Source: an optimization exercise on an open RTL-to-GDS flow (aim: small area, a short achievable clock period and few clock cycles). Production flows keep margins and buffers that such runs may drop.

==> flow/design.v <==
module codex32_cks (
    input  wire        clk,
    input  wire        rst,
    input  wire        cmd_valid,
    output wire        cmd_ready,
    input  wire [15:0] cmd_word,
    input  wire        cmd_empty,
    input  wire        in_valid,
    output wire        in_ready,
    input  wire [7:0]  in_data,
    input  wire        in_last,
    output wire        out_valid,
    input  wire        out_ready,
    output wire [7:0]  out_data,
    output wire        out_last,
    output wire [3:0]  out_status
);
    localparam [64:0] GS0 = 65'h19dc500ce73fde210;
    localparam [64:0] GS1 = 65'h1bfae00def77fe529;
    localparam [64:0] GS2 = 65'h1fbd920fffe7bee52;
    localparam [64:0] GS3 = 65'h1739640bdeee3fdad;
    localparam [64:0] GS4 = 65'h07729a039cfc75f5a;
    localparam [64:0] TS  = 65'h10ce0795c2fd1e62a;
    localparam [64:0] IS  = 65'h23181b3;
    localparam [64:0] IAS = 65'h11899c7f0c7127e48;    
    localparam [74:0] GL0 = 75'h3d59d273535ea62d897;
    localparam [74:0] GL1 = 75'h7a9becb6361c6c51507;
    localparam [74:0] GL2 = 75'h543f9b7e6c38d8a2a0e;
    localparam [74:0] GL3 = 75'h0c577eaeccf1990d13c;
    localparam [74:0] GL4 = 75'h1887f74f8dc71b10651;
    localparam [74:0] TL  = 75'h43381e570bf4798ab26;
    localparam [74:0] IL  = 75'h23181b3;
    localparam [74:0] IAL = 75'h6f4b3a330a74687026c;   
    localparam [1:0] OP_PMODS  = 2'd0;
    localparam [1:0] OP_PMODL  = 2'd1;
    localparam [1:0] OP_CKSUM  = 2'd2;
    localparam [1:0] OP_VERIFY = 2'd3;
    reg         cr;           
    reg         ir;           
    reg         cur;          
    reg         fin;          
    reg         crd;          
    reg         efin;         
    reg         pv;           
    reg  [4:0]  psym;
    reg         pbig;         
    reg         plast;
    reg  [4:0]  sh;           
    reg  [1:0]  op;
    reg         aug;          
    reg         ill;
    reg         bad;
    reg  [6:0]  len;          
    reg  [64:0] res_s;
    reg  [74:0] res_l;
    reg         ov;           
    reg  [4:0]  od;           
    reg         olast;
    reg  [1:0]  ost;
    reg  [3:0]  nx;           
    reg         rlong;        
    reg         rone;         
    wire dec_legal = (cmd_word == 16'h4000) || (cmd_word == 16'h4001) ||
                     (cmd_word == 16'h5000) || (cmd_word == 16'h6000);
    wire [1:0] dec_op = cmd_word[13] ? OP_VERIFY :
                        cmd_word[12] ? OP_CKSUM  :
                        cmd_word[0]  ? OP_PMODL  : OP_PMODS;
    wire cmd_fire = cmd_valid && cr;
    wire in_fire  = in_valid  && ir;
    wire out_fire = ov && out_ready;
    wire pe       = pv && cur;                
    wire [4:0]  slo    = psym & {5{pe & ~aug}};
    wire [4:0]  fs     = res_s[64:60] ^ sh;
    wire [4:0]  fl     = res_l[74:70] ^ sh;
    wire [64:0] step_s = {res_s[59:0], slo}
                       ^ (GS0 & {65{fs[0]}}) ^ (GS1 & {65{fs[1]}}) ^ (GS2 & {65{fs[2]}})
                       ^ (GS3 & {65{fs[3]}}) ^ (GS4 & {65{fs[4]}});
    wire [74:0] step_l = {res_l[69:0], slo}
                       ^ (GL0 & {75{fl[0]}}) ^ (GL1 & {75{fl[1]}}) ^ (GL2 & {75{fl[2]}})
                       ^ (GL3 & {75{fl[3]}}) ^ (GL4 & {75{fl[4]}});
    wire fin_go    = fin && !ov;
    wire fault     = ill | bad;
    wire vok       = !fault && (((len <= 7'd93) && res_s == TS) ||
                                (len[6] && len[5] && res_l == TL));
    wire nbad      = bad | pbig;
    wire k_long    = (op == OP_PMODL) || (aug && (len >= 7'd80));
    wire k_one     = ill || nbad || (op == OP_VERIFY);
    wire e_long    = !ill && (op == OP_PMODL);
    wire e_one     = ill || (op == OP_VERIFY);
    reg  [4:0]  tgt;
    always @(*) begin
        tgt = 5'd0;
        if (rlong) begin
            case (nx)
                4'd0:  tgt = TL[74:70];
                4'd1:  tgt = TL[69:65];
                4'd2:  tgt = TL[64:60];
                4'd3:  tgt = TL[59:55];
                4'd4:  tgt = TL[54:50];
                4'd5:  tgt = TL[49:45];
                4'd6:  tgt = TL[44:40];
                4'd7:  tgt = TL[39:35];
                4'd8:  tgt = TL[34:30];
                4'd9:  tgt = TL[29:25];
                4'd10: tgt = TL[24:20];
                4'd11: tgt = TL[19:15];
                4'd12: tgt = TL[14:10];
                4'd13: tgt = TL[9:5];
                default: tgt = TL[4:0];
            endcase
        end else begin
            case (nx)
                4'd0:  tgt = TS[64:60];
                4'd1:  tgt = TS[59:55];
                4'd2:  tgt = TS[54:50];
                4'd3:  tgt = TS[49:45];
                4'd4:  tgt = TS[44:40];
                4'd5:  tgt = TS[39:35];
                4'd6:  tgt = TS[34:30];
                4'd7:  tgt = TS[29:25];
                4'd8:  tgt = TS[24:20];
                4'd9:  tgt = TS[19:15];
                4'd10: tgt = TS[14:10];
                4'd11: tgt = TS[9:5];
                default: tgt = TS[4:0];
            endcase
        end
    end
    wire [4:0] src_s = fin ? res_s[64:60] : res_s[59:55];
    wire [4:0] src_l = fin ? res_l[74:70] : res_l[69:65];
    wire [4:0] grp   = (rlong ? src_l : src_s) ^ (tgt & {5{aug}});
    wire       nlast = rlong ? (nx == 4'd14) : (nx == 4'd12);
    wire       adv   = out_fire && !olast;       
    wire       r_en  = pe || adv;
    wire       last_pe  = pe && plast;
    wire       ov_next  = fin_go || (ov && !(out_fire && olast));
    wire       early_cr = last_pe && k_one && !ov_next;
    wire       pv_next  = in_fire || (pv && !pe);
    wire       cur_next = (cur && !last_pe) || (cmd_fire && !cmd_empty);
    wire       om       = (fin && !rone) || (ov && !olast);
    wire       ld       = fin_go || adv;         
    wire       clr      = nlast || (fin && rone);
    wire [4:0] od_new   = (fin && rone) ? {4'd0, vok} : grp;
    wire [4:0] psym_nx  = in_fire ? in_data[4:0] : psym;
    wire       aug_nx   = cmd_fire ? cmd_word[12] : aug;
    wire [4:0] top_r    = rlong ? res_l[74:70] : res_s[64:60];
    wire [4:0] sec_r    = rlong ? res_l[69:65] : res_s[59:55];
    assign cmd_ready  = cr;
    assign in_ready   = ir;
    assign out_valid  = ov;
    assign out_data   = {3'b000, od};
    assign out_last   = olast;
    assign out_status = {2'b00, ost};
    always @(posedge clk) begin
        if (cmd_fire) begin
            res_s <= cmd_word[12] ? IAS : IS;
            res_l <= cmd_word[12] ? IAL : IL;
        end else if (r_en) begin
            res_s <= step_s;
            res_l <= step_l;
        end
        if (!om)
            sh <= psym_nx & {5{aug_nx}};
        else if (adv)
            sh <= sec_r;
        else
            sh <= top_r;
        if (cmd_fire) begin
            op  <= dec_op;
            aug <= cmd_word[12];
            ill <= !dec_legal;
            bad <= 1'b0;
            len <= 7'd0;
        end else if (pe) begin
            bad <= nbad;
            if (!(len[6] & len[5]))
                len <= len + 7'd1;
        end
        if (in_fire) begin
            psym  <= in_data[4:0];
            pbig  <= |in_data[7:5];
            plast <= in_last;
        end
        if (last_pe) begin
            rlong <= k_long;
            rone  <= k_one;
        end else if (efin) begin
            rlong <= e_long;
            rone  <= e_one;
        end
        if (fin_go)
            ost <= ill ? 2'd1 : (bad ? 2'd2 : 2'd0);
        if (ld) begin
            od    <= od_new;
            olast <= clr;
        end
        if (rst) begin
            cr  <= 1'b1;
            ir  <= 1'b1;
            cur <= 1'b0;
            fin <= 1'b0;
            crd <= 1'b0;
            efin <= 1'b0;
            pv  <= 1'b0;
            ov  <= 1'b0;
            nx  <= 4'd0;
        end else begin
            pv  <= pv_next;
            cur <= cur_next;
            ir  <= !pv_next || cur_next;
            efin <= cmd_fire && cmd_empty;
            fin <= last_pe || efin || (fin && !fin_go);
            ov  <= ov_next;
            if (early_cr)
                crd <= 1'b1;
            else if (fin_go)
                crd <= 1'b0;
            if (early_cr || (fin_go && rone && !crd) || (adv && nlast))
                cr <= 1'b1;
            else if (cmd_fire)
                cr <= 1'b0;
            if (ld)
                nx <= clr ? 4'd0 : nx + 4'd1;
        end
    end
endmodule
clock: 4.0 ns
lec_check: 0
cap_margin: 20
core_margin: 2
core_utilization: 40
setup_slack_margin: 2.0
slew_margin: 20
run.sh (not shown) runs the stock make flow with config.mk's settings and CLKGATE_MAP_FILE= SYNTH_SCRIPT=/design/flow/synth_recipe.tcl, a recipe that flattens the netlist after the stock synthesis.
The baseline went through all stages and came out clean.
Then changed:
--- a/flow/design.v
+++ b/flow/design.v
@@ -41,5 +41,4 @@
     reg         fin;          
     reg         crd;          
-    reg         efin;         
     reg         pv;           
     reg  [4:0]  psym;
@@ -86,6 +85,6 @@
     wire k_long    = (op == OP_PMODL) || (aug && (len >= 7'd80));
     wire k_one     = ill || nbad || (op == OP_VERIFY);
-    wire e_long    = !ill && (op == OP_PMODL);
-    wire e_one     = ill || (op == OP_VERIFY);
+    wire e_long    = dec_legal && (cmd_word == 16'h4001);
+    wire e_one     = !dec_legal || (cmd_word == 16'h6000);
     reg  [4:0]  tgt;
     always @(*) begin
@@ -138,8 +137,5 @@
     wire       pv_next  = in_fire || (pv && !pe);
     wire       cur_next = (cur && !last_pe) || (cmd_fire && !cmd_empty);
-    wire       om       = (fin && !rone) || (ov && !olast);
-    wire       ld       = fin_go || adv;         
-    wire       clr      = nlast || (fin && rone);
-    wire [4:0] od_new   = (fin && rone) ? {4'd0, vok} : grp;
+    wire       pe_next  = pv_next && cur_next;
     wire [4:0] psym_nx  = in_fire ? in_data[4:0] : psym;
     wire       aug_nx   = cmd_fire ? cmd_word[12] : aug;
@@ -160,5 +156,5 @@
             res_l <= step_l;
         end
-        if (!om)
+        if (pe_next)
             sh <= psym_nx & {5{aug_nx}};
         else if (adv)
@@ -185,5 +181,5 @@
             rlong <= k_long;
             rone  <= k_one;
-        end else if (efin) begin
+        end else if (cmd_fire && cmd_empty) begin
             rlong <= e_long;
             rone  <= e_one;
@@ -191,7 +187,12 @@
         if (fin_go)
             ost <= ill ? 2'd1 : (bad ? 2'd2 : 2'd0);
-        if (ld) begin
-            od    <= od_new;
-            olast <= clr;
+        if (fin_go || adv) begin
+            if (fin_go && rone) begin
+                od    <= {4'd0, vok};
+                olast <= 1'b1;
+            end else begin
+                od    <= grp;
+                olast <= nlast;
+            end
         end
         if (rst) begin
@@ -201,5 +202,4 @@
             fin <= 1'b0;
             crd <= 1'b0;
-            efin <= 1'b0;
             pv  <= 1'b0;
             ov  <= 1'b0;
@@ -209,6 +209,5 @@
             cur <= cur_next;
             ir  <= !pv_next || cur_next;
-            efin <= cmd_fire && cmd_empty;
-            fin <= last_pe || efin || (fin && !fin_go);
+            fin <= last_pe || (cmd_fire && cmd_empty) || (fin && !fin_go);
             ov  <= ov_next;
             if (early_cr)
@@ -220,6 +219,8 @@
             else if (cmd_fire)
                 cr <= 1'b0;
-            if (ld)
-                nx <= clr ? 4'd0 : nx + 4'd1;
+            if (fin_go && rone)
+                nx <= 4'd0;
+            else if (fin_go || adv)
+                nx <= nlast ? 4'd0 : nx + 4'd1;
         end
     end
Effect: Setup slack loses 0.014 ns. Cell area decreases by 3.8%. Clock skew is about the same. Cell count decreases by 3.3%. Count of clock-buffer cells in the layout increases by 1. Utilization decreases by 1.7 points. Critical path depth decreases by 2. Hold slack barely changes. Sequential share of layout area increases by 1.3 points. Area after synthesis decreases by 1.8%. Synthesized cell count decreases by 4.7%.
No functional check of the RTL was part of any run of this note.

[port drivers added, routing unchanged]
No port has a modelled driver above. Below, the same layouts with a new extraction and two added sets of constraints.
Step 1, drivers: a clkbuf_16 drives clk and a buf_2 each remaining input, both assumed.
Step 2, shift: input delay + t, output delay - t, t = (earliest + latest rising clock arrival at the registers) / 2. This alone moves slack from input paths to output paths.
Three values: ideal ports, drivers, drivers and shift; two values: the first two.
run	t (ns)	setup WS [ns]	latest minus earliest clock arrival (ns)	pins driven straight from the clock port
the first run	0.487	1.777 / 1.777 / 1.434	0.011 / 0.011	1
the second run	0.487	1.762 / 1.762 / 1.313	0.012 / 0.011	1
After both steps setup and hold are still met in every run listed. For the second run, which loses most, drivers alone change the setup slack by 0.000 ns; drivers and shift together by -0.449 ns.
